What follows belongs to an exercise in optimizing a design on an open flow for small area, a short achievable clock period and few clock cycles per item; a production flow would make more cautious choices. In this exercise RTL edits were held to simulation tests only and were not proved equivalent to the original.

## flow/config.mk

```make
export PLATFORM = sky130hd
export DESIGN_NAME = bc4_encoder
export DESIGN_NICKNAME = bc4_encoder
export VERILOG_FILES = /design/flow/design.v
export SDC_FILE = /design/flow/constraint.sdc
export NUM_CORES = 8
export LEC_CHECK = 0
export CAP_MARGIN = 20
export CORE_MARGIN = 2
export CORE_UTILIZATION = 45
export PLACE_DENSITY = 0.6
export SLEW_MARGIN = 20
```

## flow/constraint.sdc

```tcl
create_clock -name core_clock -period 25.0 [get_ports {clk}]
set_input_delay 5.0000 -clock core_clock [delete_from_list [all_inputs] [get_ports {clk}]]
set_output_delay 5.0000 -clock core_clock [all_outputs]
set_load 0.01 [all_outputs]
```

## flow/design.v

```verilog
module bc4_clz32 (
    input  [31:0] v,
    output [5:0]  n
);
    wire [15:0] h = v[31:16], l = v[15:0];
    wire        hz = ~|h;
    wire [15:0] s16 = hz ? l : h;
    wire        z8 = ~|s16[15:8];
    wire [7:0]  s8 = z8 ? s16[7:0] : s16[15:8];
    wire        z4 = ~|s8[7:4];
    wire [3:0]  s4 = z4 ? s8[3:0] : s8[7:4];
    wire        z2 = ~|s4[3:2];
    wire [1:0]  s2 = z2 ? s4[1:0] : s4[3:2];
    wire        z1 = ~s2[1];
    wire        zz = hz & ~|l;
    assign n = zz ? 6'd32 : {1'b0, hz, z8, z4, z2, z1};
endmodule
module bc4_fadd (
    input         clk,
    input  [31:0] a,
    input  [31:0] b,
    output [31:0] y
);
    wire a_nan = (&a[30:23]) & (|a[22:0]);
    wire b_nan = (&b[30:23]) & (|b[22:0]);
    wire a_inf = (&a[30:23]) & ~(|a[22:0]);
    wire b_inf = (&b[30:23]) & ~(|b[22:0]);
    wire spec  = a_nan | b_nan | a_inf | b_inf;
    wire spec_nan = a_nan | b_nan | (a_inf & b_inf & (a[31] ^ b[31]));
    wire spec_sg  = a_inf ? a[31] : b[31];
    wire        swap = b[30:0] > a[30:0];
    wire [7:0]  ea   = {a[30:24], a[23] | ~|a[30:23]};
    wire [7:0]  eb   = {b[30:24], b[23] | ~|b[30:23]};
    wire [23:0] ma   = {|a[30:23], a[22:0]};
    wire [23:0] mb   = {|b[30:23], b[22:0]};
    wire [7:0]  dab  = ea - eb;
    wire [7:0]  dba  = eb - ea;
    wire [26:0] mb_ext = {mb, 3'b000};
    wire [26:0] ma_ext = {ma, 3'b000};
    wire        far_b  = (dab > 8'd26);
    wire        far_a  = (dba > 8'd26);
    wire [26:0] mb_sh  = far_b ? 27'd0 : (mb_ext >> dab[4:0]);
    wire [26:0] ma_sh  = far_a ? 27'd0 : (ma_ext >> dba[4:0]);
    wire        lost_b = far_b ? (|mb) : |(mb_ext & ~({27{1'b1}} << dab[4:0]));
    wire        lost_a = far_a ? (|ma) : |(ma_ext & ~({27{1'b1}} << dba[4:0]));
    wire [7:0]  ex     = swap ? eb : ea;
    wire        sx     = swap ? b[31] : a[31];
    wire        sub    = a[31] ^ b[31];
    wire [27:0] sum_a  = {1'b0, ma, 3'b000} + ({1'b0, mb_sh | {26'd0, lost_b}} ^ {28{sub}}) + {27'd0, sub};
    wire [27:0] sum_b  = {1'b0, mb, 3'b000} + ({1'b0, ma_sh | {26'd0, lost_a}} ^ {28{sub}}) + {27'd0, sub};
    wire [27:0] sum    = swap ? sum_b : sum_a;
    wire [7:0]  exm1   = ex - 8'd1;
    wire [26:0] lim    = (exm1 > 8'd26) ? 27'd0 : (27'h4000000 >> exm1[4:0]);
    reg  [27:0] r_sum;
    reg  [26:0] r_lim;
    reg  [7:0]  r_ex;
    reg         r_sign, r_sub, r_spec, r_nan;
    always @(posedge clk) begin
        r_sum  <= sum;
        r_lim  <= lim;
        r_ex   <= ex;
        r_sign <= spec ? (spec_sg & ~spec_nan) : sx;
        r_sub  <= sub;
        r_spec <= spec;
        r_nan  <= spec_nan;
    end
    wire [5:0]  lz32;
    bc4_clz32 u_lz (.v({r_sum[26:0] | r_lim, 5'b11111}), .n(lz32));
    wire [4:0]  lz    = lz32[4:0];
    wire        big   = r_sum[27];
    wire [26:0] m_l   = r_sum[26:0] << lz;
    wire [26:0] m27   = big ? r_sum[27:1] : m_l;
    wire        stk   = big & r_sum[0];
    wire [7:0]  e_l   = m_l[26] ? (r_ex - {3'd0, lz}) : 8'd0;
    wire [7:0]  e_big = r_ex + 8'd1;
    wire [7:0]  e_r   = big ? e_big : e_l;
    wire        g     = m27[2];
    wire        s     = |m27[1:0] | stk;
    wire        rup   = g & (s | m27[3]);
    wire [22:0] mt    = m27[25:3];
    wire        mall  = &mt;
    wire [22:0] mt1   = mt + 23'd1;
    wire [7:0]  e_r1  = e_r + 8'd1;
    wire [30:0] body  = rup ? (mall ? {e_r1, 23'd0} : {e_r, mt1}) : {e_r, mt};
    wire        ovf   = big & (&r_ex[7:1]);            
    wire        zero  = ~|r_sum;
    assign y = r_spec ? {r_sign, 8'hff, r_nan, 22'd0} :
               ovf    ? {r_sign, 8'hff, 23'd0} :
               zero   ? {r_sign & ~r_sub, 31'd0} :
               {r_sign, body};
endmodule
module bc4_fmul (
    input         clk,
    input  [31:0] a,
    input  [31:0] b,
    output [31:0] y
);
    wire a_nan  = (&a[30:23]) & (|a[22:0]);
    wire b_nan  = (&b[30:23]) & (|b[22:0]);
    wire a_inf  = (&a[30:23]) & ~(|a[22:0]);
    wire b_inf  = (&b[30:23]) & ~(|b[22:0]);
    wire a_zero = ~(|a[30:0]);
    wire b_zero = ~(|b[30:0]);
    wire sign   = a[31] ^ b[31];
    wire spec   = a_nan | b_nan | a_inf | b_inf | a_zero | b_zero;
    wire sp_nan = a_nan | b_nan | (a_inf & b_zero) | (b_inf & a_zero);
    wire sp_inf = a_inf | b_inf;
    wire [7:0]  ea = {a[30:24], a[23] | ~|a[30:23]};
    wire [7:0]  eb = {b[30:24], b[23] | ~|b[30:23]};
    wire [23:0] ma = {|a[30:23], a[22:0]};
    wire [23:0] mb = {|b[30:23], b[22:0]};
    wire [31:0] p2 = ma * mb[23:16];
    wire [31:0] p1 = ma * mb[15:8];
    wire [31:0] p0 = ma * mb[7:0];
    wire [5:0]  lza, lzb;
    bc4_clz32 u_lza (.v({ma, 8'hff}), .n(lza));
    bc4_clz32 u_lzb (.v({mb, 8'hff}), .n(lzb));
    wire signed [9:0] e0 = $signed({2'd0, ea}) + $signed({2'd0, eb}) - 10'sd127;
    reg  [31:0] r_p2, r_p1, r_p0;
    reg  [4:0]  r_lza, r_lzb;
    reg  signed [9:0] r_e0;
    reg         r_sign, r_spec, r_nan, r_inf;
    always @(posedge clk) begin
        r_p2   <= p2;
        r_p1   <= p1;
        r_p0   <= p0;
        r_lza  <= lza[4:0];
        r_lzb  <= lzb[4:0];
        r_e0   <= e0;
        r_sign <= sign;
        r_spec <= spec;
        r_nan  <= sp_nan;
        r_inf  <= sp_inf;
    end
    wire [5:0]  L  = {1'b0, r_lza} + {1'b0, r_lzb};
    wire        nb = $signed({4'd0, L}) < r_e0;         
    wire        dn = $signed({4'd0, L}) > r_e0;         
    wire [9:0]  ne0 = -r_e0;
    wire [5:0]  sl = dn ? (r_e0[9] ? 6'd0 : r_e0[5:0]) : L;
    wire [5:0]  sr = (dn & r_e0[9]) ? ((ne0 > 10'd48) ? 6'd48 : ne0[5:0]) : 6'd0;
    wire signed [9:0] ebase = r_e0 + 10'sd1 - $signed({4'd0, L});
    wire [47:0] p   = {r_p2, 16'd0} + {8'd0, r_p1, 8'd0} + {16'd0, r_p0};
    wire [47:0] pls = p << sl;
    wire [95:0] prs = {p, 48'd0} >> sr;
    wire        rsh = dn & r_e0[9];
    wire [47:0] ps  = rsh ? prs[95:48] : pls;
    wire        lost = rsh & (|prs[47:0]);
    reg  [47:0] s_ps;
    reg         s_lost, s_nb, s_dn, s_sign, s_spec, s_nan, s_inf;
    reg  signed [9:0] s_eb;
    always @(posedge clk) begin
        s_ps   <= ps;
        s_lost <= lost;
        s_nb   <= nb;
        s_dn   <= dn;
        s_eb   <= ebase;
        s_sign <= r_sign;
        s_spec <= r_spec;
        s_nan  <= r_nan;
        s_inf  <= r_inf;
    end
    wire        top  = s_ps[47];
    wire        one  = ~top & s_nb;                    
    wire [26:0] m27  = one ? s_ps[46:20] : s_ps[47:21];
    wire        stk  = (one ? (|s_ps[19:0]) : (|s_ps[20:0])) | s_lost;
    wire signed [9:0] e_r = s_dn ? 10'sd0 : (top ? s_eb : s_eb - 10'sd1);
    wire        ovf  = e_r >= 10'sd255;
    wire        g    = m27[2];
    wire        s    = |m27[1:0] | stk;
    wire        rup  = g & (s | m27[3]);
    wire [22:0] mt   = m27[25:3];
    wire        mall = &mt;
    wire [7:0]  ex   = e_r[7:0];
    wire [30:0] body = rup ? (mall ? {ex + 8'd1, 23'd0} : {ex, mt + 23'd1}) : {ex, mt};
    assign y = s_spec ? (s_nan ? 32'h7fc00000 : {s_sign, s_inf ? 8'hff : 8'h00, 23'd0}) :
               ovf    ? {s_sign, 8'hff, 23'd0} :
               {s_sign, body};
endmodule
module bc4_fround (
    input         sign,
    input  signed [11:0] eb,
    input  [26:0] m27,
    input         sticky,
    output [31:0] y
);
    wire        denorm = (eb < 12'sd1);
    wire [11:0] shamt  = 12'd1 - eb;
    wire        allout = denorm && (shamt > 12'd27);
    wire [26:0] lostm  = ~({27{1'b1}} << shamt[4:0]);
    wire [26:0] m_sh   = allout ? 27'd0 : (denorm ? (m27 >> shamt[4:0]) : m27);
    wire        st2    = allout ? (|m27) : (denorm ? |(m27 & lostm) : 1'b0);
    wire [23:0] mant   = m_sh[26:3];
    wire        g      = m_sh[2];
    wire        s      = |m_sh[1:0] | sticky | st2;
    wire        rup    = g & (s | mant[0]);
    wire        ovf    = !denorm && (eb >= 12'sd255);
    wire [7:0]  expf   = denorm ? 8'd0 : eb[7:0];
    wire [30:0] body   = {expf, mant[22:0]} + {30'd0, rup};
    assign y = ovf ? {sign, 8'hff, 23'd0} : {sign, body};
endmodule
module bc4_fdiv #(parameter SPC = 4) (
    input         clk,
    input         start,
    input  [31:0] a,
    input  [31:0] b,
    output        idle,
    output [31:0] y
);
    localparam NIT = (27 + SPC - 1) / SPC;    
    localparam ND  = NIT * SPC + 1;           
    wire a_nan  = (&a[30:23]) & (|a[22:0]);
    wire b_nan  = (&b[30:23]) & (|b[22:0]);
    wire a_inf  = (&a[30:23]) & ~(|a[22:0]);
    wire b_inf  = (&b[30:23]) & ~(|b[22:0]);
    wire a_zero = ~(|a[30:0]);
    wire b_zero = ~(|b[30:0]);
    wire [7:0]  ea  = {a[30:24], a[23] | ~|a[30:23]};
    wire [7:0]  eb  = b[30:23];
    wire [5:0]  lza;
    bc4_clz32 u_lza (.v({|a[30:23], a[22:0], 8'hff}), .n(lza));
    wire [23:0] ma  = {|a[30:23], a[22:0]} << lza[4:0];
    wire [23:0] mb  = {1'b1, b[22:0]};
    wire signed [11:0] e_ab = $signed({4'd0, ea}) - $signed({4'd0, eb}) + 12'sd126;
    reg [3:0]  cnt;
    reg [27:0] ws, wc;
    reg [27:0] dd;         
    reg [ND-1:0] qp, qn;   
    reg        sign;
    reg signed [11:0] e_base;
    reg [1:0]  special;    
    reg [3:0]  est_r;
    reg [27:0] s_n, c_n, s2, c2, op;
    reg [ND-1:0] p_n, n_n;
    reg [3:0]  e_n;
    reg        qpos, qzero;
    reg [27:19] op_p, op_n, sh_p, sh_z, sh_n;
    reg [27:20] ch_p, ch_z, ch_n;
    reg [3:0]  ep, ez, en;
    integer j;
    always @* begin
        s_n = ws;
        c_n = wc;
        p_n = qp;
        n_n = qn;
        e_n = est_r;
        for (j = 0; j < SPC; j = j + 1) begin
            s2 = {s_n[26:0], 1'b0};
            c2 = {c_n[26:0], 1'b0};
            op_p = ~dd[27:19];
            op_n = dd[27:19];
            sh_p = s2[27:19] ^ c2[27:19] ^ op_p;
            sh_z = s2[27:19] ^ c2[27:19];
            sh_n = s2[27:19] ^ c2[27:19] ^ op_n;
            ch_p = (s2[26:19] & c2[26:19]) | (s2[26:19] & op_p[26:19]) | (c2[26:19] & op_p[26:19]);
            ch_z = (s2[26:19] & c2[26:19]);
            ch_n = (s2[26:19] & c2[26:19]) | (s2[26:19] & op_n[26:19]) | (c2[26:19] & op_n[26:19]);
            ep = sh_p[26:23] + ch_p[26:23];
            ez = sh_z[26:23] + ch_z[26:23];
            en = sh_n[26:23] + ch_n[26:23];
            qpos  = ~e_n[3];
            qzero = &e_n;
            op  = qpos ? ~dd : (qzero ? 28'd0 : dd);
            s_n = s2 ^ c2 ^ op;
            c_n = {((s2[26:0] & c2[26:0]) | (s2[26:0] & op[26:0]) | (c2[26:0] & op[26:0])), qpos};
            if (qpos) begin
                s_n[27:19] = sh_p; c_n[27:20] = ch_p; e_n = ep;
            end else if (qzero) begin
                s_n[27:19] = sh_z; c_n[27:20] = ch_z; e_n = ez;
            end else begin
                s_n[27:19] = sh_n; c_n[27:20] = ch_n; e_n = en;
            end
            p_n = {p_n[ND-2:0], qpos};
            n_n = {n_n[ND-2:0], ~qpos & ~qzero};
        end
    end
    wire [27:0] ws0  = {3'd0, ma, 1'b1};
    wire [27:0] wc0  = ~{3'd0, mb, 1'b0};
    wire [3:0]  est0 = ws0[26:23] + wc0[26:23];
    always @(posedge clk) begin
        if (start) begin
            cnt    <= NIT[3:0] + 4'd1;
            sign   <= a[31] ^ b[31];
            ws     <= ws0;
            wc     <= wc0;
            est_r  <= est0;
            dd     <= {3'd0, mb, 1'b0};
            qp     <= {{(ND-1){1'b0}}, 1'b1};
            qn     <= {ND{1'b0}};
            e_base <= e_ab - $signed({6'd0, lza});
            if (a_nan | b_nan | (a_zero & b_zero) | (a_inf & b_inf))
                special <= 2'd1;
            else if (a_inf | b_zero)
                special <= 2'd2;
            else if (a_zero | b_inf)
                special <= 2'd3;
            else
                special <= 2'd0;
        end else if (cnt > 4'd1) begin
            ws  <= s_n;
            wc  <= c_n;
            est_r <= e_n;
            qp  <= p_n;
            qn  <= n_n;
            cnt <= cnt - 4'd1;
        end else if (cnt == 4'd1) begin
            r_m27 <= m27;
            r_stk <= stk;
            r_e   <= e_r;
            cnt   <= 4'd0;
        end
    end
    assign idle = (cnt == 4'd0);
    wire [27:0] rf   = ws + wc;
    wire        neg  = rf[27];
    wire [ND-1:0] qd = qp - qn;
    wire [ND-1:0] qf = neg ? qd - {{(ND-1){1'b0}}, 1'b1} : qd;
    wire        rnz  = neg ? (rf != -dd) : (rf != 28'd0);
    wire [27:0] q    = qf[ND-1:ND-28];
    wire [ND-1:0] lowm = ~({ND{1'b1}} << (ND - 28));
    wire        qlo  = |(qf & lowm);
    wire [26:0] m27  = q[27] ? q[27:1] : q[26:0];
    wire        stk  = (q[27] & q[0]) | qlo | rnz;
    wire signed [11:0] e_r = q[27] ? (e_base + 12'sd1) : e_base;
    reg  [26:0] r_m27;
    reg         r_stk;
    reg signed [11:0] r_e;
    wire [31:0] y_r;
    bc4_fround u_rnd (.sign(sign), .eb(r_e), .m27(r_m27), .sticky(r_stk), .y(y_r));
    assign y = (special == 2'd1) ? 32'h7fc00000 :
               (special == 2'd2) ? {sign, 8'hff, 23'd0} :
               (special == 2'd3) ? {sign, 31'd0} :
               y_r;
endmodule
module bc4_fdivc (
    input         clk,
    input  [31:0] a,
    input         sev,
    output [31:0] y
);
    wire [31:0] num = {3'b000, 1'b1, a[22:0], 5'd0};    
    reg [6:0] p7 [0:9];
    reg [6:0] n7 [0:9];
    reg [6:0] p5 [0:7];
    reg [6:0] n5 [0:7];
    integer j, l;
    always @* begin
        for (j = 0; j < 10; j = j + 1)
            p7[j] = {4'd0, num[3*(9-j) +: 3]};
        for (l = 0; l < 4; l = l + 1) begin
            for (j = 0; j < 10; j = j + 1)
                n7[j] = ((j >> l) & 1) ? p7[j] + p7[((j >> l) << l) - 1] : p7[j];
            for (j = 0; j < 10; j = j + 1)
                p7[j] = n7[j];
        end
        for (j = 0; j < 10; j = j + 1)
            p7[j] = p7[j] % 7'd7;
        for (j = 0; j < 8; j = j + 1)
            p5[j] = {3'd0, num[4*(7-j) +: 4]};
        for (l = 0; l < 3; l = l + 1) begin
            for (j = 0; j < 8; j = j + 1)
                n5[j] = ((j >> l) & 1) ? p5[j] + p5[((j >> l) << l) - 1] : p5[j];
            for (j = 0; j < 8; j = j + 1)
                p5[j] = n5[j];
        end
        for (j = 0; j < 8; j = j + 1)
            p5[j] = p5[j] % 7'd5;
    end
    reg  [29:0] r_r;         
    reg  [2:0]  r_fin;
    reg  [22:0] r_m;
    reg         r_sev, r_zero, r_sign;
    reg  [7:0]  r_e;
    always @(posedge clk) begin
        for (j = 0; j < 10; j = j + 1)
            r_r[3*(9-j) +: 3] <= sev ? ((j == 0) ? 3'd0 : p7[j-1])
                                     : ((j == 0) ? 3'd0 : (j < 8) ? p5[j-1] : 3'd0);
        r_fin  <= sev ? p7[9] : p5[7];
        r_m    <= a[22:0];
        r_sev  <= sev;
        r_zero <= ~|a[30:0];
        r_sign <= a[31];
        r_e    <= a[30:23];
    end
    wire [31:0] nm = {3'b000, 1'b1, r_m, 5'd0};
    reg  [29:0] q7;
    reg  [31:0] q5;
    reg  [5:0]  v7;
    reg  [6:0]  v5;
    always @* begin
        for (j = 0; j < 10; j = j + 1) begin
            v7 = {r_r[3*(9-j) +: 3], nm[3*(9-j) +: 3]};
            q7[3*(9-j) +: 3] = v7 / 6'd7;
        end
        for (j = 0; j < 8; j = j + 1) begin
            v5 = {r_r[3*(9-j) +: 3], nm[4*(7-j) +: 4]};
            q5[4*(7-j) +: 4] = v5 / 7'd5;
        end
    end
    wire [26:0] qq   = r_sev ? q7[26:0] : q5[26:0];
    wire        top  = qq[26];
    wire [26:0] m27  = top ? qq : {qq[25:0], 1'b0};
    wire [7:0]  eb   = top ? (r_e - 8'd2) : (r_e - 8'd3);
    wire        g    = m27[2];
    wire        s    = |m27[1:0] | (r_fin != 3'd0);
    wire        rup  = g & (s | m27[3]);
    wire [30:0] body = {eb, m27[25:3]} + {30'd0, rup};
    assign y = r_zero ? {r_sign, 31'd0} : {r_sign, body};
endmodule
module bc4_encoder (
    input              clk,
    input              rst,         
    input              start,       
    input              is_signed,   
    input      [511:0] samples,     
    output             ready,
    output             done,        
    output     [63:0]  block,
    output     [3:0]   iters,
    output             six
);
    localparam [31:0] F_ZERO  = 32'h00000000;
    localparam [31:0] F_HALF  = 32'h3F000000;
    localparam [31:0] F_ONE   = 32'h3F800000;
    localparam [31:0] F_MONE  = 32'hBF800000;
    localparam [31:0] F_RSTOP = 32'h3B800000;   
    localparam [31:0] F_GSTOP = 32'h3C800000;   
    localparam [31:0] F_255   = 32'h437F0000;
    localparam [31:0] F_127   = 32'h42FE0000;
    function [31:0] f_small(input [2:0] v);
        case (v)
            3'd0: f_small = 32'h00000000;
            3'd1: f_small = 32'h3F800000;
            3'd2: f_small = 32'h40000000;
            3'd3: f_small = 32'h40400000;
            3'd4: f_small = 32'h40800000;
            3'd5: f_small = 32'h40A00000;
            3'd6: f_small = 32'h40C00000;
            default: f_small = 32'h40E00000;
        endcase
    endfunction
    function [31:0] c_weight(input six_pt, input [2:0] k);
        if (six_pt)
            case (k)
                3'd0: c_weight = 32'h3F800000;
                3'd1: c_weight = 32'h3F4CCCCD;
                3'd2: c_weight = 32'h3F19999A;
                3'd3: c_weight = 32'h3ECCCCCD;
                3'd4: c_weight = 32'h3E4CCCCD;
                default: c_weight = 32'h00000000;
            endcase
        else
            case (k)
                3'd0: c_weight = 32'h3F800000;
                3'd1: c_weight = 32'h3F5B6DB7;
                3'd2: c_weight = 32'h3F36DB6E;
                3'd3: c_weight = 32'h3F124925;
                3'd4: c_weight = 32'h3EDB6DB7;
                3'd5: c_weight = 32'h3E924925;
                3'd6: c_weight = 32'h3E124925;
                default: c_weight = 32'h00000000;
            endcase
    endfunction
    function [36:0] c_sq(input six_pt, input [2:0] k);
        if (six_pt)
            case (k)
                3'd0: c_sq = 37'h100000000;
                3'd1: c_sq = 37'h0A3D70B00;
                3'd2: c_sq = 37'h05C28F600;
                3'd3: c_sq = 37'h028F5C2C0;
                3'd4: c_sq = 37'h00A3D70B0;
                default: c_sq = 37'h0;
            endcase
        else
            case (k)
                3'd0: c_sq = 37'h100000000;
                3'd1: c_sq = 37'h0BC14E600;
                3'd2: c_sq = 37'h0829CBC00;
                3'd3: c_sq = 37'h053978300;
                3'd4: c_sq = 37'h02F053980;
                3'd5: c_sq = 37'h014E5E0C0;
                3'd6: c_sq = 37'h005397830;
                default: c_sq = 37'h0;
            endcase
    endfunction
    function signed [9:0] f2i(input [31:0] v);
        reg [23:0] m;
        reg [8:0]  mag;
        begin
            m = {1'b1, v[22:0]};
            if (v[30:23] < 8'd127)
                mag = 9'd0;
            else if (v[30:23] > 8'd135)
                mag = 9'd511;
            else
                mag = m >> (8'd150 - v[30:23]);
            f2i = v[31] ? -$signed({1'b0, mag}) : $signed({1'b0, mag});
        end
    endfunction
    function is_nan(input [31:0] v);
        is_nan = (&v[30:23]) & (|v[22:0]);
    endfunction
    function f_lt(input [31:0] a, input [31:0] b);
        if ((a[30:0] == 31'd0) && (b[30:0] == 31'd0))
            f_lt = 1'b0;
        else if (a[31] != b[31])
            f_lt = a[31];
        else if (a[31])
            f_lt = a[30:0] > b[30:0];
        else
            f_lt = a[30:0] < b[30:0];
    endfunction
    function f_eq(input [31:0] a, input [31:0] b);
        f_eq = (a == b) || ((a[30:0] == 31'd0) && (b[30:0] == 31'd0));
    endfunction
    function f_le(input [31:0] a, input [31:0] b);
        f_le = f_lt(a, b) || f_eq(a, b);
    endfunction
    function [31:0] clampv(input [31:0] v, input [31:0] l, input [31:0] h);
        if (is_nan(v) || f_lt(v, l))
            clampv = l;
        else if (f_lt(h, v))
            clampv = h;
        else
            clampv = v;
    endfunction
    function [31:0] f_half(input [31:0] x);
        reg [23:0] m;
        begin
            m = {x[23], x[22:0]};
            if (x[30:24] != 7'd0)
                f_half = {x[31], x[30:23] - 8'd1, x[22:0]};
            else
                f_half = {x[31], 8'd0, m[23:1]} + {31'd0, m[0] & m[1]};
        end
    endfunction
    function [31:0] f_recip(input signed [9:0] a, input sg);
        reg [7:0]  mag;
        reg [2:0]  p;
        reg [39:0] rep;
        reg [24:0] w;
        reg [7:0]  ex;
        integer j;
        begin
            mag = a[9] ? -a[7:0] : a[7:0];
            p = 3'd0;
            for (j = 0; j < 8; j = j + 1)
                if (mag[j]) p = j;
            if (sg) begin
                rep = {mag[6:0], mag[6:0], mag[6:0], mag[6:0], mag[6:0], 5'd0} << (3'd6 - p);
                ex  = 8'd120 + {5'd0, p};
            end else begin
                rep = {mag, mag, mag, mag, mag} << (3'd7 - p);
                ex  = 8'd119 + {5'd0, p};
            end
            w = rep[39:15];
            if (mag == 8'd0)
                f_recip = 32'h00000000;
            else
                f_recip = {a[9], {ex, w[23:1]} + {30'd0, w[0]}};
        end
    endfunction
    function [31:0] f_smul(input [31:0] r, input [2:0] j);
        reg [26:0] pr;
        reg [1:0]  sh;
        reg [23:0] mt;
        reg        g, s;
        begin
            pr = {1'b1, r[22:0]} * j;
            sh = pr[26] ? 2'd3 : pr[25] ? 2'd2 : pr[24] ? 2'd1 : 2'd0;
            mt = pr >> sh;
            g  = (sh == 2'd0) ? 1'b0 : pr[sh - 2'd1];
            s  = (sh == 2'd3) ? |pr[1:0] : (sh == 2'd2) ? pr[0] : 1'b0;
            if (r[30:0] == 31'd0)
                f_smul = {r[31], 31'd0};
            else
                f_smul = {r[31], {r[30:23] + {6'd0, sh}, mt[22:0]} + {30'd0, g & (s | mt[0])}};
        end
    endfunction
    function [36:0] fx_round(input [36:0] v);
        reg [36:0] t, low, grd, stk, lsb;
        reg        rup;
        begin
            t = v | (v >> 1);
            t = t | (t >> 2);
            t = t | (t >> 4);
            t = t | (t >> 8);
            t = t | (t >> 16);
            t = t | (t >> 32);
            low = t >> 24;
            grd = low ^ (low >> 1);
            stk = low >> 1;
            lsb = grd << 1;
            rup = (|(v & grd)) & ((|(v & stk)) | (|(v & lsb)));
            fx_round = (v & ~low) + (rup ? lsb : 37'd0);
        end
    endfunction
    function [31:0] fx_float(input [36:0] v);
        reg [5:0]  p;
        reg [36:0] n;
        integer j;
        begin
            p = 6'd0;
            for (j = 0; j < 37; j = j + 1)
                if (v[j]) p = j;
            n = v << (6'd36 - p);
            if (v == 37'd0)
                fx_float = 32'h00000000;
            else
                fx_float = {1'b0, 8'd95 + {2'd0, p}, n[35:13]};
        end
    endfunction
    localparam [2:0]
        S_IDLE = 3'd0,
        S_SCAN = 3'd1,
        S_MODE = 3'd2,
        S_IT   = 3'd3,
        S_FIN  = 3'd4,
        S_NEAR = 3'd5,
        S_DONE = 3'd6;
    localparam SPC = 4;
    localparam DVL = (27 + SPC - 1) / SPC + 3;
    localparam [6:0] T0_6 = (DVL > 10) ? DVL : 10;    
    localparam [6:0] T0_8 = (DVL > 10) ? DVL : 10;    
    localparam [6:0] UD = 7'd37;               
    localparam [6:0] UX = UD + DVL;            
    localparam [6:0] UY = UX + DVL;            
    localparam [6:0] UE = UY + 7'd2;           
    reg [2:0]  state;
    reg [6:0]  c;           
    reg [3:0]  it;          
    reg [31:0] s  [0:15];   
    reg [2:0]  st [0:15];   
    reg [31:0] stp [1:6];   
    reg        sgn;         
    reg        n6;          
    reg        cnt, cntb;   
    reg [31:0] X, Y;
    reg [31:0] hy;
    reg [31:0] dX, dY;      
    reg [36:0] d2X, d2Y;    
    reg [31:0] a0r, a1r, mr, dvq;
    reg        gxs, gys;    
    reg        upx, upy;    
    reg signed [9:0] e0, e1;
    reg [31:0] r0, r1;      
    reg        pal8, peq;
    wire       peq1 = peq && (stp[1] == r0) && (stp[2] == r0);
    wire       pq2  = peq && !peq1;          
    reg [47:0] idx;
    wire [31:0] lo   = sgn ? F_MONE : F_ZERO;
    wire [31:0] hi   = F_ONE;
    wire [2:0]  nm1  = n6 ? 3'd5 : 3'd7;
    wire [31:0] fnm1 = n6 ? 32'h40A00000 : 32'h40E00000;
    wire [31:0] dscl = sgn ? F_127 : F_255;
    wire [31:0] p    = s[8];      
    wire [31:0] pnx  = s[9];      
    wire [31:0] ppv  = s[7];      
    wire [6:0]  T0   = n6 ? T0_6 : T0_8;
    wire [6:0]  U0   = T0 + 7'd16;             
    wire [6:0]  ST2  = n6 ? 7'd7 : 7'd11;      
    wire [6:0]  cT   = c - T0;
    wire [6:0]  P0   = sgn ? 7'd7 : 7'd5;
    wire [6:0]  cf   = c - P0;
    wire [6:0]  fend = P0 + (pal8 ? 7'd10 : 7'd8);    
    wire [6:0]  cU   = c - U0;
    wire [31:0] pal [0:7];
    assign pal[0] = r0;
    assign pal[1] = r1;
    assign pal[2] = stp[1];
    assign pal[3] = stp[2];
    assign pal[4] = stp[3];
    assign pal[5] = stp[4];
    assign pal[6] = stp[5];
    assign pal[7] = stp[6];
    reg [2:0] state_n;
    reg [6:0] c_n;
    always @* begin
        state_n = state;
        c_n     = c + 7'd1;
        case (state)
            S_IDLE, S_DONE: begin
                c_n     = 7'd0;
                state_n = start ? S_SCAN : S_IDLE;
            end
            S_SCAN: if (c == 7'd7) begin state_n = S_MODE; c_n = 7'd0; end
            S_MODE: begin state_n = S_IT; c_n = 7'd0; end
            S_IT: begin
                if ((c == 7'd0 && it == 4'd8) || (c == 7'd2 && f_lt(a0r, F_RSTOP))) begin
                    state_n = S_FIN;
                    c_n     = 7'd0;
                end else if (cU == UE) begin
                    c_n = 7'd0;
                    if (gxs && gys) state_n = S_FIN;
                end
            end
            S_FIN: if (c == fend) begin state_n = S_NEAR; c_n = 7'd0; end
            S_NEAR: if (c == (pq2 ? 7'd33 : 7'd18)) begin state_n = S_DONE; c_n = 7'd0; end
            default: begin state_n = S_IDLE; c_n = 7'd0; end
        endcase
        if (rst) begin
            state_n = S_IDLE;
            c_n     = 7'd0;
        end
    end
    reg  [6:0] tn, un;           
    wire [6:0] c1    = c + 7'd1;
    wire       it_end = (state == S_IT) && (un == UE + 7'd1);
    wire       n_it0 = (state == S_MODE) || it_end;                
    wire       n_it  = (state == S_IT);
    wire       n_fin0 = (state == S_IT) && (state_n == S_FIN);        
    wire       n_fin = (state == S_FIN);
    wire       n_nr0 = (state == S_FIN) && (c == fend);
    wire       n_nr  = (state == S_NEAR);
    wire [31:0] mn_all = f_lt(a0r, dX) ? a0r : dX;                  
    wire [31:0] mx_all = f_lt(dY, a1r) ? a1r : dY;                  
    wire [31:0] bx_all = f_lt(mr, X) ? mr : X;                      
    wire [31:0] by_all = f_lt(Y, hy) ? hy : Y;
    wire        n6_m   = f_eq(mn_all, lo) || f_eq(mx_all, hi);      
    wire       n6_n  = (state == S_MODE) ? n6_m : n6;
    wire [6:0] T0_n  = n6_n ? T0_6 : T0_8;
    always @(posedge clk) begin
        if (n_it0) begin
            tn <= 7'd1 - T0_n;
            un <= 7'd1 - T0_n - 7'd16;
        end else begin
            tn <= tn + 7'd1;
            un <= un + 7'd1;
        end
    end
    wire [6:0] c_q = c1;         
    wire [6:0] cf1 = c1 - P0;    
    reg [1:0]  a0_sa, a0_sb, a0_sa_n, a0_sb_n;
    reg [2:0]  a1_sa, a1_sa_n;
    reg [3:0]  a1_sb, a1_sb_n;
    reg [2:0]  m_sa, m_sa_n, m_sb, m_sb_n;
    reg        a0_sub, a0_sub_n, a0_q, a0_q_n, a0_v, a0_v_n;
    reg        a1_sub, a1_sub_n, a1_v, a1_v_n;
    reg        m_v, m_v_n;
    reg        dv_go, dv_go_n;
    reg [1:0]  dv_s, dv_s_n;      
    reg        cd_go, cd_go_n;
    reg [31:0] oa0, ob0, oa1, mk, mkb;
    reg [31:0] oa0_n, ob0_n, oa1_n, mk_n, mkb_n;
    reg        d2_go, d2_go_n, d2_y, d2_y_n;    
    reg [36:0] d2c, d2c_n;
    reg        rot, rot_n;                      
    reg [2:0]  nkl, nku, nkl_n, nku_n;          
    reg [2:0]  j0r, j1r;                        
    wire [3:0] ia_n = un[4:1];                  
    wire [2:0] ka_n = st[ia_n];
    wire [3:0] im_n = un[4:1] - 4'd1;           
    wire [2:0] km_n = st[im_n];
    wire [6:0] ud_n = un - 7'd5;
    wire [3:0] id_n = ud_n[4:1];                
    wire [2:0] kd_n = st[id_n];
    wire [6:0] tq_n = tn - 7'd9;
    wire [3:0] iq_n = tq_n[4:1];                
    wire [2:0] kq_n = st[iq_n];
    wire [2:0] kst_n = c1[3:1] + 3'd1;          
    wire [31:0] stp0 = (X[30:0] == 31'd0) ? {X[31] & Y[31], 31'd0} : X;
    wire [31:0] stpn = (Y[30:0] == 31'd0) ? {X[31] & Y[31], 31'd0} : Y;
    reg [31:0] stp_k;
    always @* begin
        case (ka_n)
            3'd0: stp_k = stp0;
            3'd1: stp_k = stp[1];
            3'd2: stp_k = stp[2];
            3'd3: stp_k = stp[3];
            3'd4: stp_k = stp[4];
            3'd5: stp_k = n6 ? stpn : stp[5];
            3'd6: stp_k = stp[6];
            default: stp_k = stpn;
        endcase
    end
    reg [31:0] x_nx, y_nx;
    wire [31:0] y_up  = upy ? a0r : Y;         
    wire        y_lt  = f_lt(y_up, X);
    always @* begin
        if (state == S_MODE) begin
            x_nx = n6_m ? bx_all : mn_all;
            y_nx = n6_m ? ((cnt | cntb) ? by_all : hi) : mx_all;
        end else begin
            x_nx = y_lt ? y_up : X;
            y_nx = y_lt ? X : y_up;
        end
    end
    reg  [7:0]  le, le_r, ale, ohl;
    reg  [2:0]  rk [0:7];
    reg  [2:0]  kl, ku;
    integer j;
    always @* begin
        for (j = 0; j < 8; j = j + 1)
            le[j] = f_le((state == S_FIN && j == (pal8 ? 7 : 5)) ? cd_y : pal[j], p);
        if (pal8) begin
            rk[0] = 3'd1; rk[1] = 3'd7; rk[2] = 3'd6; rk[3] = 3'd5;
            rk[4] = 3'd4; rk[5] = 3'd3; rk[6] = 3'd2; rk[7] = 3'd0;
        end else begin
            rk[0] = 3'd6; rk[1] = 3'd0; rk[2] = 3'd2; rk[3] = 3'd3;
            rk[4] = 3'd4; rk[5] = 3'd5; rk[6] = 3'd1; rk[7] = 3'd7;
        end
        for (j = 0; j < 8; j = j + 1)
            ale[j] = le_r[rk[j]];
        for (j = 0; j < 8; j = j + 1)
            ohl[j] = ale[j] & ((j == 7) ? 1'b1 : ~ale[(j + 1) % 8]);
        kl = rk[0];
        ku = rk[0];                   
        for (j = 0; j < 8; j = j + 1)
            if (ohl[j]) begin
                kl = rk[j];
                ku = rk[(j == 7) ? 7 : j + 1];
            end
        if (ohl[7] && !pal8 && r1 == F_ONE) begin
            kl = 3'd1;
            ku = 3'd1;
        end
        if (peq1) begin
            kl = 3'd0;
            ku = f_lt(ppv, r0) ? 3'd6 : 3'd7;
        end
    end
    always @* begin
        a0_sa_n = 2'd0; a0_sb_n = 2'd0; a0_sub_n = 1'b1; a0_q_n = 1'b0; a0_v_n = 1'b0;
        a1_sa_n = 3'd0; a1_sb_n = 4'd0; a1_sub_n = 1'b0; a1_v_n = 1'b0;
        m_sa_n  = 3'd0; m_sb_n  = 3'd0; m_v_n = 1'b0;
        dv_go_n = 1'b0; dv_s_n = 2'd0;
        cd_go_n = 1'b0;
        d2_go_n = 1'b0; d2_y_n = 1'b0; d2c_n = 37'd0;
        oa0_n = oa0; ob0_n = ob0; oa1_n = oa1; mk_n = mk; mkb_n = mkb;
        nkl_n = nkl; nku_n = nku;
        rot_n = 1'b0;
        if ((state == S_IDLE || state == S_DONE) && start)
            rot_n = 1'b1;
        if (state == S_SCAN && c != 7'd7)
            rot_n = 1'b1;
        if (n_it0) begin
            a0_sa_n = 2'b01; a0_sb_n = 2'b01; a0_v_n = 1'b1;                       
            a1_sa_n = 3'b001; a1_sb_n = 4'b0001; a1_v_n = 1'b1;                    
            oa0_n = y_nx; ob0_n = x_nx; oa1_n = y_nx;
            m_sa_n = 3'b001; m_sb_n = 3'b001; m_v_n = 1'b1;                        
            mk_n   = c_weight(n6_n, 3'd1);
            mkb_n  = x_nx;
        end
        if (n_it) begin
            if (c_q == 7'd2) begin
                dv_go_n = 1'b1; dv_s_n = 2'd0;                                     
            end
            if (c_q >= 7'd1 && c_q <= ST2) begin                                    
                m_sa_n = 3'b001; m_sb_n = 3'b001; m_v_n = 1'b1;
                mk_n   = c_q[0] ? c_weight(n6, nm1 - kst_n) : c_weight(n6, kst_n);
                mkb_n  = c_q[0] ? Y : X;
            end
            if (c_q >= 7'd4 && c_q <= ST2 + 7'd3 && !c_q[0]) begin                 
                a1_sa_n = 3'b001; a1_sb_n = 4'b0100; a1_v_n = 1'b1;
                oa1_n   = mr;                                                      
            end
            if (tn < 7'd16) begin
                a0_sa_n = 2'b01; a0_sb_n = 2'b01; a0_v_n = 1'b1;
                oa0_n   = (tn == 7'd0) ? p : pnx;
                ob0_n   = X;
            end
            if (tn == 7'd2)
                mkb_n = dv_y;
            if (tn >= 7'd2 && tn < 7'd18) begin
                m_sa_n = 3'b010; m_sb_n = 3'b001; m_v_n = 1'b1;
            end
            if (tn >= 7'd5 && tn < 7'd21) begin
                a1_sa_n = 3'b010; a1_sb_n = 4'b0010; a1_v_n = 1'b1;
            end
            if (tn >= 7'd9 && tn < 7'd41) begin
                d2_go_n = 1'b1;
                d2_y_n  = ~tn[0];
                d2c_n   = tn[0] ? c_sq(n6, kq_n) : c_sq(n6, nm1 - kq_n);
            end
            if (tn < 7'd16)
                rot_n = 1'b1;
            if (un < 7'd32 && !un[0]) begin
                a0_sa_n = 2'b01; a0_sb_n = 2'b01; a0_v_n = 1'b1;
                oa0_n   = stp_k;
                ob0_n   = pnx;
            end
            if (un >= 7'd2 && un < 7'd34) begin
                m_sa_n = 3'b001; m_sb_n = 3'b010; m_v_n = 1'b1;
                mk_n   = un[0] ? c_weight(n6, nm1 - km_n) : c_weight(n6, km_n);
            end
            if (un >= 7'd5 && un < 7'd37) begin
                a1_sa_n  = (un >= 7'd7) ? 3'b100 : 3'b000;
                a1_sb_n  = (n6 && kd_n[2:1] == 2'b11) ? 4'b0000 : 4'b0100;
                a1_v_n   = 1'b1;
            end
            if (un < 7'd32 && un[0])
                rot_n = 1'b1;
            if (un == UD) begin
                m_sa_n = 3'b100; m_sb_n = 3'b100; m_v_n = 1'b1;                    
                dv_go_n = 1'b1; dv_s_n = 2'd1;                                     
            end
            if (un == UD + 7'd1) begin
                m_sa_n = 3'b100; m_sb_n = 3'b100; m_v_n = 1'b1;                    
            end
            if (un == UX) begin
                a0_sa_n = 2'b01; a0_sb_n = 2'b01; a0_v_n = 1'b1;                   
                oa0_n   = X;
                ob0_n   = dv_y;
                dv_go_n = 1'b1; dv_s_n = 2'd2;                                     
            end
            if (un == UY) begin
                a0_sa_n = 2'b01; a0_sb_n = 2'b01; a0_v_n = 1'b1;                   
                oa0_n   = Y;
                ob0_n   = dv_y;
            end
        end
        if (n_fin0) begin                                                       
            m_sa_n = 3'b001; m_sb_n = 3'b001; m_v_n = 1'b1;
            mk_n   = dscl;
            mkb_n  = n6 ? clampv(it_end ? x_nx : X, lo, hi) : clampv(it_end ? y_nx : Y, lo, hi);
        end
        if (n_fin) begin
            if (c_q == 7'd1) begin                                                  
                m_sa_n = 3'b001; m_sb_n = 3'b001; m_v_n = 1'b1;
                mk_n   = dscl;
                mkb_n  = n6 ? y_cl : x_cl;
            end
            if (sgn && (c_q == 7'd3 || c_q == 7'd4)) begin                          
                a0_sa_n = 2'b10; a0_sb_n = 2'b10; a0_sub_n = 1'b0; a0_q_n = 1'b1; a0_v_n = 1'b1;
            end
            if (cf1 >= 7'd2 && cf1 < (pal8 ? 7'd8 : 7'd6)) begin                    
                a0_sa_n = 2'b01; a0_sb_n = 2'b01; a0_sub_n = 1'b0; a0_v_n = 1'b1;
                oa0_n   = f_smul(r0, j0r);
                ob0_n   = f_smul(r1, j1r);
            end
            if (cf1 >= 7'd4 && cf1 < (pal8 ? 7'd10 : 7'd8))
                cd_go_n = 1'b1;
        end
        if (state == S_FIN && c == fend - 7'd1 && !pq2)
            rot_n = 1'b1;                                                       
        if (n_nr0) begin
            if (pq2) begin
                a0_sa_n = 2'b01; a0_sb_n = 2'b01; a0_v_n = 1'b1;
                a1_sa_n = 3'b001; a1_sb_n = 4'b1000; a1_sub_n = 1'b1; a1_v_n = 1'b1;
                oa0_n   = r0;
                oa1_n   = stp[1];
                ob0_n   = p;
            end else begin
                rot_n = 1'b1;
            end
        end
        if (n_nr) begin
            if (!pq2) begin
                if (c_q < 7'd15)
                    rot_n = 1'b1;
                if (c_q >= 7'd1 && c_q < 7'd17) begin
                    a0_sa_n = 2'b01; a0_sb_n = 2'b01; a0_v_n = 1'b1;
                    a1_sa_n = 3'b001; a1_sb_n = 4'b1000; a1_sub_n = 1'b1; a1_v_n = 1'b1;
                    oa0_n = pal[kl];
                    oa1_n = pal[ku];
                    ob0_n = ppv;
                    nkl_n = kl;
                    nku_n = ku;
                end
            end else begin
                if (c_q < 7'd32 && c_q[0])
                    rot_n = 1'b1;
                if (c_q < 7'd32) begin
                    a0_sa_n = 2'b01; a0_sb_n = 2'b01; a0_v_n = 1'b1;
                    a1_sa_n = 3'b001; a1_sb_n = 4'b1000; a1_sub_n = 1'b1; a1_v_n = 1'b1;
                    oa0_n   = c_q[0] ? stp[2] : r0;
                    oa1_n   = c_q[0] ? (f_lt(p, r0) ? lo : F_ONE) : stp[1];
                    ob0_n   = c_q[0] ? p : pnx;
                end
            end
        end
        if (rst)
            rot_n = 1'b0;
    end
    always @(posedge clk) begin
        a0_sa <= a0_sa_n; a0_sb <= a0_sb_n; a0_sub <= a0_sub_n; a0_q <= a0_q_n; a0_v <= a0_v_n & ~rst;
        a1_sa <= a1_sa_n; a1_sb <= a1_sb_n; a1_sub <= a1_sub_n; a1_v <= a1_v_n & ~rst;
        m_sa  <= m_sa_n;  m_sb  <= m_sb_n;  m_v <= m_v_n & ~rst;
        dv_go <= dv_go_n; dv_s  <= dv_s_n;
        cd_go <= cd_go_n & ~rst;
        d2_go <= d2_go_n & ~rst; d2_y  <= d2_y_n; d2c <= d2c_n;
        oa0 <= oa0_n; ob0 <= ob0_n; oa1 <= oa1_n; mk <= mk_n; mkb <= mkb_n;
        nkl <= nkl_n; nku <= nku_n;
        rot <= rot_n;
        le_r <= le;
        j0r <= ((cf == 7'd0) ? (e0 > e1) : pal8) ? (3'd0 - (cf[2:0] + 3'd2)) : (3'd6 - (cf[2:0] + 3'd2));
        j1r <= cf[2:0] + 3'd1;
    end
    wire        mr_neg = mr[31] & (|mr[30:0]);
    wire [31:0] a0_a = ({32{a0_sa[0]}} & oa0) | ({32{a0_sa[1]}} & mr);
    wire [31:0] a0_b = ({32{a0_sb[0]}} & ob0) | ({32{a0_sb[1]}} & F_HALF);
    wire [31:0] a1_a = ({32{a1_sa[0]}} & oa1) | ({32{a1_sa[1]}} & mr) | ({32{a1_sa[2]}} & a1r);
    wire [31:0] a1_b = ({32{a1_sb[0]}} & F_ONE) | ({32{a1_sb[1]}} & F_HALF) |
                       ({32{a1_sb[2]}} & mr) | ({32{a1_sb[3]}} & ob0);
    wire [31:0] m_a  = ({32{m_sa[0]}} & mk) | ({32{m_sa[1]}} & a0r) | ({32{m_sa[2]}} & a1r);
    wire [31:0] m_b  = ({32{m_sb[0]}} & mkb) | ({32{m_sb[1]}} & a0r) | ({32{m_sb[2]}} & a1r);
    wire [31:0] dv_a = (dv_s == 2'd0) ? fnm1 : (dv_s == 2'd1) ? a1r : dY;
    wire [31:0] dv_b = (dv_s == 2'd0) ? a0r  : (dv_s == 2'd1) ? d2X[31:0] : d2Y[31:0];
    wire [31:0] a0_y, a1_y, m_y, dv_y, cd_y;
    wire        dv_idle;
    bc4_fadd  u_a0 (.clk(clk), .a(a0_a), .b({a0_b[31] ^ a0_sub ^ (a0_q & mr_neg), a0_b[30:0]}), .y(a0_y));
    bc4_fadd  u_a1 (.clk(clk), .a(a1_a), .b({a1_b[31] ^ a1_sub, a1_b[30:0]}), .y(a1_y));
    bc4_fmul  u_m  (.clk(clk), .a(m_a), .b(m_b), .y(m_y));
    bc4_fdiv #(.SPC(SPC)) u_dv (.clk(clk), .start(dv_go), .a(dv_a), .b(dv_b), .idle(dv_idle), .y(dv_y));
    bc4_fdivc u_cd (.clk(clk), .a(a0r), .sev(pal8), .y(cd_y));
    wire [36:0] d2s  = (d2_y ? d2Y : d2X) + d2c;
    reg  [36:0] d2t;
    always @* begin
        d2t = d2s | (d2s >> 1);
        d2t = d2t | (d2t >> 2);
        d2t = d2t | (d2t >> 4);
        d2t = d2t | (d2t >> 8);
        d2t = d2t | (d2t >> 16);
        d2t = d2t | (d2t >> 32);
    end
    wire [36:0] d2low = d2t >> 24;
    wire [36:0] d2grd = d2low ^ (d2low >> 1);
    wire [36:0] d2lsb = d2grd << 1;
    wire        d2rup = (|(d2s & d2grd)) & ((|(d2s & (d2low >> 1))) | (|(d2s & d2lsb)));
    reg  [36:0] d2k, d2i;
    reg         d2w, d2wy;
    always @(posedge clk) begin
        d2k  <= d2s & ~d2low;
        d2i  <= d2rup ? d2lsb : 37'd0;
        d2w  <= d2_go;
        d2wy <= d2_y;
    end
    wire [36:0] d2r = d2k + d2i;
    wire [31:0] d2f = fx_float(cT[0] ? d2X : d2Y);    
    reg  [6:0]  ple_d, pge_d;   
    reg         le0_a, gen_a, le0_r, gen_r;
    reg  [2:0]  st_new;
    always @* begin
        if (le0_r)
            st_new = (n6 && ple_d[6]) ? 3'd6 : 3'd0;
        else if (gen_r)
            st_new = (n6 && pge_d[6]) ? 3'd7 : nm1;
        else
            st_new = f2i(a1r);
    end
    wire [31:0] pa_cl = clampv(s[0], lo, hi);
    wire        pa_in = f_lt(lo, pa_cl) && f_lt(pa_cl, hi);
    wire [31:0] pb_cl = clampv(s[8], lo, hi);
    wire        pb_in = f_lt(lo, pb_cl) && f_lt(pb_cl, hi);
    wire [31:0] x_cl = clampv(X, lo, hi);
    wire [31:0] y_cl = clampv(Y, lo, hi);
    wire signed [9:0] q_u = f2i(mr);
    wire signed [9:0] q_t = f2i(a0r);
    wire signed [9:0] q_s = (q_t > 10'sd127) ? 10'sd127 :
                            (q_t < -10'sd127) ? -10'sd127 : q_t;
    reg  [2:0]  nk0, nk1, nk0b, nk1b;
    reg  [31:0] bd;
    reg  [2:0]  bk;
    wire [31:0] d0a = {1'b0, a0r[30:0]};
    wire [31:0] d1a = {1'b0, a1r[30:0]};
    wire        take1 = f_lt(d1a, d0a) || (f_eq(d1a, d0a) && (nk1b < nk0b));
    wire [31:0] pd  = take1 ? d1a : d0a;
    wire [2:0]  pk  = take1 ? nk1b : nk0b;
    wire [31:0] rcp = f_recip((c == P0) ? e1 : e0, sgn);    
    assign ready = (state == S_IDLE) || (state == S_DONE);
    assign done  = (state == S_DONE);
    assign block = {idx, e1[7:0], e0[7:0]};
    assign iters = it;
    assign six   = n6;
    reg a0_w, a1_w, m_w1, m_w, cd_w;
    reg [2:0] cd_k, cd_kq;
    always @(posedge clk) begin
        state <= state_n;
        c     <= c_n;
        a0_w <= a0_v & ~rst;
        a1_w <= a1_v & ~rst;
        m_w1 <= m_v & ~rst;
        m_w  <= m_w1 & ~rst;
        cd_w <= cd_go;
        cd_kq <= cf[2:0] - 3'd3;
        if (a0_w) a0r <= a0_y;
        if (a1_w) a1r <= a1_y;
        if (m_w)  mr  <= m_y;
        if (dv_idle) dvq <= dv_y;
        if (cd_w) stp[cd_kq] <= cd_y;
        if (d2w) begin
            if (d2wy) d2Y <= d2r;
            else      d2X <= d2r;
        end
        nk0  <= pq2 ? (c[0] ? 3'd3 : 3'd0) : nkl;
        nk1  <= pq2 ? (c[0] ? (f_lt(p, r0) ? 3'd6 : 3'd7) : 3'd2) : nku;
        nk0b <= nk0;
        nk1b <= nk1;
        if (state == S_IDLE || state == S_DONE) begin
            for (j = 0; j < 16; j = j + 1)
                s[j] <= samples[32*j +: 32];
        end else if (rot) begin
            for (j = 0; j < 15; j = j + 1)
                s[j] <= s[j+1];
            s[15] <= (state == S_SCAN) ? pa_cl : s[0];
            s[7]  <= (state == S_SCAN) ? pb_cl : s[8];
        end
        case (state)
            S_IDLE, S_DONE: sgn <= is_signed;
            S_SCAN: begin
                if (c == 7'd0) begin
                    dX   <= pa_cl;
                    dY   <= pa_cl;
                    cnt  <= pa_in;
                    X    <= pa_in ? pa_cl : hi;
                    Y    <= pa_in ? pa_cl : lo;
                    a0r  <= pb_cl;
                    a1r  <= pb_cl;
                    cntb <= pb_in;
                    mr   <= pb_in ? pb_cl : hi;
                    hy   <= pb_in ? pb_cl : lo;
                end else begin
                    if (f_lt(pa_cl, dX)) dX <= pa_cl;
                    if (f_lt(dY, pa_cl)) dY <= pa_cl;
                    if (pa_in) begin
                        cnt <= 1'b1;
                        if (f_lt(pa_cl, X)) X <= pa_cl;
                        if (f_lt(Y, pa_cl)) Y <= pa_cl;
                    end
                    if (f_lt(pb_cl, a0r)) a0r <= pb_cl;
                    if (f_lt(a1r, pb_cl)) a1r <= pb_cl;
                    if (pb_in) begin
                        cntb <= 1'b1;
                        if (f_lt(pb_cl, mr)) mr <= pb_cl;
                        if (f_lt(hy, pb_cl)) hy <= pb_cl;
                    end
                end
            end
            S_MODE: begin
                it <= 4'd0;
                n6 <= n6_m;
                X  <= x_nx;
                Y  <= y_nx;
            end
            S_IT: begin
                if (c == 7'd0) begin
                    d2X  <= 37'd0;
                    d2Y  <= 37'd0;
                end
                if (c == 7'd2)
                    hy <= f_half(a1r);
                if (c >= 7'd6 && c <= ST2 + 7'd5 && !c[0])
                    stp[c[3:1] - 3'd2] <= a1r;
                ple_d <= {ple_d[5:0], f_le(p, f_half(X))};
                pge_d <= {pge_d[5:0], f_le(hy, p)};
                le0_a <= f_le(mr, F_ZERO);
                gen_a <= f_le(fnm1, mr);
                le0_r <= le0_a;
                gen_r <= gen_a;
                if (cT >= 7'd7 && cT < 7'd23)
                    st[cT[3:0] - 4'd7] <= st_new;
                if (cT == 7'd41) d2X <= {5'd0, d2f};
                if (cT == 7'd42) d2Y <= {5'd0, d2f};
                if (cT == 7'd43) begin
                    upx <= (d2X[30:0] != 31'd0);
                    upy <= (d2Y[30:0] != 31'd0);
                end
                if (cU == UD)          dX  <= a1r;
                if (cU == UD + 7'd1)   dY  <= a1r;
                if (cU == UD + 7'd3)   gxs <= f_lt(mr, F_GSTOP);
                if (cU == UD + 7'd4)   gys <= f_lt(mr, F_GSTOP);
                if (cU == UX + 7'd2 && upx) X <= a0r;
                if (cU == UE) begin
                    it <= it + 4'd1;
                    if (y_lt) begin
                        X <= y_up;
                        Y <= X;
                    end else begin
                        Y <= y_up;
                    end
                end
            end
            S_FIN: begin
                if (c == 7'd0) begin
                    X <= n6 ? x_cl : y_cl;    
                    Y <= n6 ? y_cl : x_cl;    
                end
                if (c == 7'd3 && !sgn) e0 <= q_u;
                if (c == 7'd4 && !sgn) e1 <= q_u;
                if (c == 7'd5 && sgn)  e0 <= q_s;
                if (c == 7'd6 && sgn)  e1 <= q_s;
                if (c == P0 - 7'd1)
                    r0   <= rcp;
                if (c == P0) begin
                    r1   <= rcp;
                    pal8 <= (e0 > e1);
                    peq  <= (e0 == e1);
                end
                if (cf == 7'd1 && !pal8) begin
                    stp[5] <= lo;
                    stp[6] <= hi;
                end
            end
            S_NEAR: begin
                if (!pq2) begin
                    if (c >= 7'd3 && c < 7'd19)
                        idx <= {pk, idx[47:3]};
                end else begin
                    if (c >= 7'd2 && !c[0]) begin
                        bd <= pd;
                        bk <= pk;
                    end
                    if (c >= 7'd3 && c[0])
                        idx <= {f_lt(pd, bd) ? pk : bk, idx[47:3]};
                end
            end
            default: ;
        endcase
    end
endmodule
```

## flow/run.sh

```bash
#!/bin/bash
# synth_recipe.tcl (not shown) runs the flow's synth.tcl, then flattens the netlist and writes it again
# the make line also repeats each setting of config.mk as NAME=value (left out here)
make -C /OpenROAD-flow-scripts/flow DESIGN_CONFIG=/design/flow/config.mk WORK_HOME=/design/flow/orfs CLKGATE_MAP_FILE= SYNTH_SCRIPT=/design/flow/synth_recipe.tcl finish
```

==> run notes <==
flip-flops by register name (all words and copies together) (netlist names), 37 cells and up:
signal,flops
st,48
d2X,37
stp,192
d2k,37
idx,48
d2Y,37
u_m.s_ps,48
s,512
worst max-delay path, delay by kind of cell, from the launching register on:
family / cells / cell delay [ns]
and+or+nand+nor: 3 / 0.82
buffers and inverters: 4 / 1.90
AOI/OAI and AO/OA: 10 / 4.29
adders and majority gates: 1 / 0.35
muxes: 3 / 2.01
DFF: 1 / 0.32
cells in the final DEF, fill, tap and decap left out, types with 261 or more instances in the layout:
cell type / synthesis / layout
inv_1: 1675 / 1662
nor3_1: 600 / 577
a211oi_1: 326 / 318
a31oi_1: 333 / 328
clkbuf_16: 0 / 288
clkdlybuf4s50_1: 0 / 586
fa_1: 629 / 627
nand4_1: 426 / 426
a21oi_1: 2162 / 2129
xor2_1: 325 / 308
nand2_1: 4487 / 4469
diode_2: 0 / 455
buf_4: 30 / 1176
mux2_2: 261 / 261
nand3_1: 750 / 745
ha_1: 1835 / 1834
xnor2_1: 715 / 690
mux2i_1: 764 / 760
nor4_1: 352 / 338
a21o_1: 454 / 452
o211ai_1: 362 / 362
nor2_1: 2478 / 2456
edfxtp_1: 1217 / 1217
nand2b_1: 275 / 271
o21ai_0: 2090 / 2041
nor2b_1: 296 / 291
dfxtp_1: 971 / 922
o22ai_1: 388 / 386
cell families after synthesis:
| family | Yosys count | synth area share |
|---|---|---|
| buf+inv | 3701 | 0.06037 |
| xor+xnor | 1041 | 0.03904 |
| mux | 1212 | 0.06326 |
| other cells | 2 | 0.00003211 |
| fa+ha+maj | 2484 | 0.1528 |
| compound gates | 8560 | 0.2363 |
| flops | 2188 | 0.2393 |
| simple gates | 10750 | 0.2088 |
per-layer routing:
layer | global-route usage | vias to the layer above | routed length [microns]
met5 | 0.1082 | - | 6550
met4 | 0.4814 | 216 | 177600
met3 | 0.3656 | 8166 | 285800
met2 | 0.7506 | 28050 | 587200
met1 | 0.6578 | 134300 | 554500
li1 | - | 109400 | -
how the worst max path moves through the flow:
| stage | from | cells after the start | slack, ns | endpoint |
|---|---|---|---|---|
| global placement | a1_sa[2] | 29 | 15.50 | u_a1.r_sum[26] |
| floorplan | state[2] | 6 | 11.06 | s[0][0] |
| detailed placement | a1_sa[2] | 29 | 15.77 | u_a1.r_sum[26] |
| finish | upy | 21 | 15.06 | mkb[2] |
| global route | a1_sa[2] | 29 | 14.98 | u_a1.r_sum[26] |
| CTS | sgn | 26 | 15.70 | r0[25] |
final cells by class:
| cell class | instances | area (sq um) |
|---|---|---|
| Timing Repair Buffer | 1781 | 15000 |
| Clock inverter | 149 | 1710 |
| Multi-Input combinational cell | 24050 | 165600 |
| Antenna cell | 455 | 1139 |
| Clock buffer | 366 | 7770 |
| Inverter | 1714 | 6455 |
| Sequential cell | 2188 | 56060 |
| Fill cell | 48990 | 254900 |
| Tap cell | 6916 | 8653 |
==> summary.md <==
| Metric | Value |
|---|---|
| Antenna violations before repair | `366` |
| Worst R2R Start | `upy` |
| Number of synthesized flops with an enable pin | `1,217` |
| CTS Buf Count | `280` |
| Dpl ws | `15.77 ns` |
| Clock root cell | `clkbuf_16` |
| Post-CTS Setup Inserts | `0` |
| Async SR Flop Fraction | `0` |
| Cells after Synth | `29,930` |
| Top post-synthesis cells by area | `edfxtp_1 16%, ha_1 9.8%, dfxtp_1 8.3%` |
| Synth Cell Area | `233,900 sq um` |
| Routed len/inst | `42.84 microns` |
| PnR worst setup slack | `15.06 ns` |
| Count of cell types in the netlist | `126` |
| Top-count cell post-synth | `nand2_1` |
| Worst reg2reg setup slack | `15.06 ns` |
| Synth top area share | `0.1562` |
| Total wire length | `1,612,000 microns` |
| CP Cell Sequence | `buf_4, buf_4, mux2_2, ha_1, a2111oi_0, a211oi_1, o311a_1, o21ai_0, a21o_4, mux2i_1, o221ai_1, mux2_2, nor4_1, a31oi_1, buf_4, nor3_2, nand2_1, a21oi_4, buf_4, a221oi_1, a211oi_1` |
| Clock skew | `0.1092 ns` |
| Clk Latency, worst-skew pair | `1.10 ns` |
| Pin count of the biggest net entering global routing | `198` |
| Classification of the worst setup path | `reg -> reg` |
| Gr ovfl total | `0` |
| Die W | `725.0 microns` |
| H-tree depth | `5` |
| WP data arrival | `10.88 ns` |
| Max incr delay on CP | `1.07 ns` |
| HP Class | `reg -> reg` |
| Cell depth of the worst min-delay path | `0` |
| Main synth FF type | `edfxtp_1` |
| Fin cells | `37,620` |
| Placed Area | `251,400 sq um` |
| Core Util, Final | `0.5072` |
| Worst rel slew slack | `-0.07555` |
| Post-synth top cells | `4,487 x nand2_1, 2,478 x nor2_1, 2,162 x a21oi_1` |
| Worst EP required | `25.94 ns` |
| Reg-to-Reg End | `mkb[2]` |
| CTS resizes | `0` |
| Antenna Nets Post-Route | `0` |
| Dpl cells | `36,640` |
| Cts hold-fix bufs | `0` |
| Slowest cell on crit path | `mux2i_1` |
| Layout cell share with drive strength beyond 1 | `0.08956` |
| RSZ-0062 raised after global routing | `no` |
| Final setup fails | `0` |
| Final instance area | `262,300 sq um` |
| First-pass GRT wire length | `2,129,000 microns` |
| Synthesized flop and latch total | `2,188` |
| Syn_area_per_cell | `7.814 sq um` |
| Vias | `280,100` |
| Count of final hold-check violations | `0` |
| Drt via density | `7.446` |
| Clock Tree Buf Depth | `4` |
| Initial core utilization | `0.4522` |
| Die Y | `725.0 microns` |
| CP max FO | `41` |
| Highest clock rate | `100.6 MHz` |
| Final #Nets | `33,000` |
| Period utilisation layout | `0.3977` |
| Layout check faults | `max-capacitance violations, max-slew violations` |
| Drt pass-1 iters | `20` |
| Worst setup SP type | `flip-flop` |
| Vias in the first global route | `247,600` |
| DRC violations left | `0` |
| Number of DRC markers in iteration 0 | `54,050` |
| Worst Tran Pin Value | `1.605 ns` |
| Outcome | `finished with violations` |
| Die area | `525,600 sq um` |
| WHS | `0.3298 ns` |
| Final TNS setup | `0 ns` |
| Routability cong. | `1.235` |
| Cell taking the most area after synthesis | `edfxtp_1` |
| Hold Crit Start | `u_m.r_sign` |
| Worst-path clk slew | `0.07 ns` |
| Num rows | `264` |
| Max-slew violations | `9` |
| FF-to-FF path depth | `21` |
| Critical path endpoint category | `flip-flop` |
| CTS Sinks | `2,188` |
| Crit path time final | `9.942 ns` |
| Maxcap violations | `2` |
| Area added between synthesis and finish | `12.16%` |
| All-Layer GR Usage | `0.5821` |
| Io pins | `587` |
| Synthesis Warnings | `11` |
| CTS tree | `yes` |
| IO Port Bufs | `586` |
| Critical Path Most Common Cell | `buf_4` |
| Placed wire-length estimate | `1,229,000 microns` |
| Hold path endpoint | `u_m.s_sign` |
| Seq/Total Area, Yosys | `0.2393` |
| Core area | `517,300 sq um` |
Testbench counts, summed over its fixed seeds: cycles 65,450, blocks 512.

## static timing again, ports no longer ideal
No port has a modelled driver above. Below, the same layout with a new extraction and two added sets of constraints. Step 1, drivers: a clkbuf_16 drives clk and a buf_2 each remaining input, both assumed. Step 2 adds t to the input delays and takes it off the output delays; t is the mean of the earliest and latest rising clock arrival at the registers after step 1. Input paths then give back, and output paths get back, about the clock's delay inside the block. a / b / c = ideal ports / drivers / drivers and shift; a / b = the first two.
t (ns): 1.195
slack for setup (ns): 15.059 / 15.059 / 15.059
worst data-port slew with drivers (ns): 0.23
cell pins on the clock port's net: 1
For this run, drivers alone change the setup slack by 0.000 ns; drivers and shift together by 0.000 ns.
